What follows belongs to an exercise in optimizing a design on an open flow for small area, a short achievable clock period and few clock cycles per item; a production flow would make more cautious choices.
Power figures rest on the tool's default switching activity, not on a simulated workload.

Setup of the previous run:
Design olivia_fec_decoder, start of the top module:
module olivia_fec_decoder (
    input  wire        clk,
    input  wire        rst,
    input  wire        in_valid,
    output wire        in_ready,
    input  wire [3:0]  in_bps,
    input  wire [47:0] in_soft,
    output wire        out_valid,
    input  wire        out_ready,
    output wire [6:0]  out_char,
    output wire [2:0]  out_index,
    output wire [11:0] out_peak,
    output wire        out_last
);
export LEC_CHECK = 0
export CAP_MARGIN = 10
export CORE_MARGIN = 2
export CORE_UTILIZATION = 50
export PLACE_DENSITY = 0.68
export SLEW_MARGIN = 10
create_clock -name core_clock -period 10.0 [get_ports {clk}]
standard.sh (not shown) runs the stock make flow with config.mk's settings and CLKGATE_MAP_FILE= SYNTH_SCRIPT=/design/flow/synth_recipe.tcl, a recipe that flattens the netlist after the stock synthesis.
==> flow/flow/run.sh <==
#!/bin/bash
# Standard layout with: buf_4 port buffers, no dummy clock loads, clock sink clusters of up to 28 sinks within 60 um,
# and timing repair aiming for 6.9 ns of setup slack.
set -euo pipefail
export BUFFER_PORTS_ARGS="-buffer_cell sky130_fd_sc_hd__buf_4"
export CTS_ARGS="-sink_clustering_enable -repair_clock_nets -dont_use_dummy_load -sink_clustering_size 28 -sink_clustering_max_diameter 60"
export SETUP_SLACK_MARGIN=6.9
bash standard.sh > standard.log 2>&1
Changes in the current run relative to the previous run:
--- a/flow/design.v
+++ b/flow/design.v
@@ -7,19 +7,19 @@
     input  wire [47:0] in_soft,
     output wire        out_valid,
     input  wire        out_ready,
     output wire [6:0]  out_char,
     output wire [2:0]  out_index,
     output wire [11:0] out_peak,
     output wire        out_last
 );
     localparam [63:0] SCRAMBLING_CODE = 64'hE257E6D0291574EC;
-    localparam integer NCRED = 3;    
+    localparam integer NCRED = 4;    
     function [63:0] scr_tab;
         input integer s;
         integer i, m;
         begin
             for (i = 0; i < 8; i = i + 1)
                 for (m = 0; m < 8; m = m + 1)
                     scr_tab[8*i + m] = SCRAMBLING_CODE[(8*s + m + 13*i) % 64];
         end
     endfunction
@@ -289,23 +289,23 @@
                 end
                 assign dk[x] = d[10*N-1 -: 10];
             end
         end
     endgenerate
     reg [10:0] C1 [0:7];
     generate
         for (q = 0; q < 8; q = q + 1) begin : g_c1
             wire [10:0] u1;
-            if ((q & 4) == 0) begin : g_lo
-                ks_add #(.W(11)) u (.a({dk[q + 4][9], dk[q + 4]}), .b({dk[q][9], dk[q]}),
+            if ((q & 1) == 0) begin : g_lo
+                ks_add #(.W(11)) u (.a({dk[q + 1][9], dk[q + 1]}), .b({dk[q][9], dk[q]}),
                                     .cin(1'b0), .s(u1));
             end else begin : g_hi
-                ks_add #(.W(11)) u (.a({dk[q][9], dk[q]}), .b(~{dk[q - 4][9], dk[q - 4]}),
+                ks_add #(.W(11)) u (.a({dk[q][9], dk[q]}), .b(~{dk[q - 1][9], dk[q - 1]}),
                                     .cin(1'b1), .s(u1));
             end
             always @(posedge clk) C1[q] <= u1;
         end
     endgenerate
     reg [11:0] C [0:7];
     generate
         for (q = 0; q < 8; q = q + 1) begin : g_c2
             wire [11:0] u2;
@@ -313,35 +313,50 @@
                 ks_add #(.W(12)) u (.a({C1[q + 2][10], C1[q + 2]}), .b({C1[q][10], C1[q]}),
                                     .cin(1'b0), .s(u2));
             end else begin : g_hi2
                 ks_add #(.W(12)) u (.a({C1[q][10], C1[q]}), .b(~{C1[q - 2][10], C1[q - 2]}),
                                     .cin(1'b1), .s(u2));
             end
             always @(posedge clk) C[q] <= u2;
         end
     endgenerate
+    reg [11:0] mg [0:7];
+    reg        sg [0:7];
+    generate
+        for (q = 0; q < 8; q = q + 1) begin : g_m
+            wire [12:0] f3;
+            if ((q & 4) == 0) begin : g_lo4
+                ks_add #(.W(13)) u (.a({C[q + 4][11], C[q + 4]}), .b({C[q][11], C[q]}),
+                                    .cin(1'b0), .s(f3));
+            end else begin : g_hi4
+                ks_add #(.W(13)) u (.a({C[q][11], C[q]}), .b(~{C[q - 4][11], C[q - 4]}),
+                                    .cin(1'b1), .s(f3));
+            end
+            always @(posedge clk) begin
+                mg[q] <= f3[11:0] ^ {12{f3[12]}};
+                sg[q] <= f3[12];
+            end
+        end
+    endgenerate
+    wire [11:0] mag [0:7];
+    generate
+        for (q = 0; q < 8; q = q + 1) begin : g_mag
+            assign mag[q] = mg[q] + {11'd0, sg[q]};
+        end
+    endgenerate
     reg [11:0] l1m [0:3];
     reg [1:0]  l1i [0:3];     
     generate
         for (q = 0; q < 4; q = q + 1) begin : g_l1
-            wire [11:0] a  = C[2*q];
-            wire [11:0] b  = C[2*q + 1];
-            wire        sa = a[11];
-            wire        sb = b[11];
-            wire        za = (a == 12'd0);
-            wire        zb = (b == 12'd0);
-            wire [11:0] ma = (a ^ {12{sa}}) + {11'd0, sa};     
-            wire [11:0] m;
-            ks_add #(.W(12)) u (.a(ma), .b(b ^ {12{sb}}), .cin(sb), .s(m));
-            wire        hi = (sa ^ sb) & ~za & ~zb;
+            wire r = mag[2*q + 1] > mag[2*q];
             always @(posedge clk) begin
-                l1m[q] <= m;
-                l1i[q] <= {hi, (hi | za) ? sb : sa};
+                l1m[q] <= r ? mag[2*q + 1] : mag[2*q];
+                l1i[q] <= r ? {1'b1, sg[2*q + 1]} : {1'b0, sg[2*q]};
             end
         end
     endgenerate
     reg [11:0] l2m [0:1];
     reg [2:0]  l2i [0:1];
     generate
         for (q = 0; q < 2; q = q + 1) begin : g_l2
             wire r = l1m[2*q + 1] > l1m[2*q];
             always @(posedge clk) begin
@@ -353,36 +368,36 @@
     wire        l3r = l2m[1] > l2m[0];
     wire [11:0] l3m = l3r ? l2m[1] : l2m[0];
     wire [3:0]  l3i = l3r ? {1'b1, l2i[1]} : {1'b0, l2i[0]};
     reg [11:0] pk_m;
     reg [3:0]  pk_i;          
     always @(posedge clk) begin
         pk_m <= l3m;
         pk_i <= l3i;
     end
-    wire [2:0] ypk = dc_m + 3'd6;
+    wire [2:0] ypk = dc_m + 3'd5;
     reg [11:0] rm_m;
     reg [6:0]  rm_i;          
-    wire take = dc_mh[2] | (pk_m > rm_m);       
+    wire take = dc_mh[3] | (pk_m > rm_m);       
     always @(posedge clk) begin
         if (take) begin
             rm_m <= pk_m;
             rm_i <= {ypk, pk_i};
         end
     end
     reg [1:0] wq;
     always @(posedge clk) begin
         if (rst)
             wq <= 2'd0;
         else if (dc_mh[7])
             wq <= {wq[0], win_end};
     end
-    wire res_v = dc_mh[2] & wq[1];
+    wire res_v = dc_mh[3] & wq[1];
     reg  [2:0]  rc_i;
     wire        rc_last = (rc_i == dc_bm1);
     wire [22:0] res = {rc_last, rc_i, rm_i[0], rm_i[6:1], rm_m};    
     always @(posedge clk) begin
         if (rst)
             rc_i <= 3'd0;
         else if (res_v)
             rc_i <= rc_last ? 3'd0 : rc_i + 3'd1;
     end
Findings:
- From the previous run to the current run the numbers moved as follows: worst stage delay on the critical path roughly the same; number of detailed-route iterations in the first pass lower; fmax higher; power higher; count of plain and timing-repair buffers in the layout higher.
- Higher number of clock-tree buffers in the layout was reported by the current run, not the previous run.
No run of this note included a check of the RTL's function; only the layout flow was run.

## re-timing with driven ports
No port has a modelled driver above. Below, the same layouts with a new extraction and two added sets of constraints. Step 1 (the two cells are an assumption about what drives the block):
set clk [get_ports {clk}]
set_driving_cell -lib_cell sky130_fd_sc_hd__clkbuf_16 $clk
set_driving_cell -lib_cell sky130_fd_sc_hd__buf_2 [delete_from_list [all_inputs] $clk]
Step 2 times the ports against the registers' clock, not the clock port: input delays grow and output delays shrink by t, the midpoint of the rising clock arrivals with the driver on. a / b / c = ideal ports / drivers / drivers and shift; a / b = the first two.
| run | t, ns | slack for setup (ns) | clock arrival spread, ns | worst data-port slew with drivers (ns) |
|---|---|---|---|---|
| the previous run | 0.925 | 6.640 / 6.550 / 6.030 | 0.164 / 0.163 | 0.15 |
| the current run | 0.938 | 6.656 / 6.565 / 6.006 | 0.200 / 0.201 | 0.08 |
After both steps every run listed still meets setup and hold. The setup slack of the current run, which loses most, moves by -0.091 ns with the drivers and by -0.650 ns with both steps.
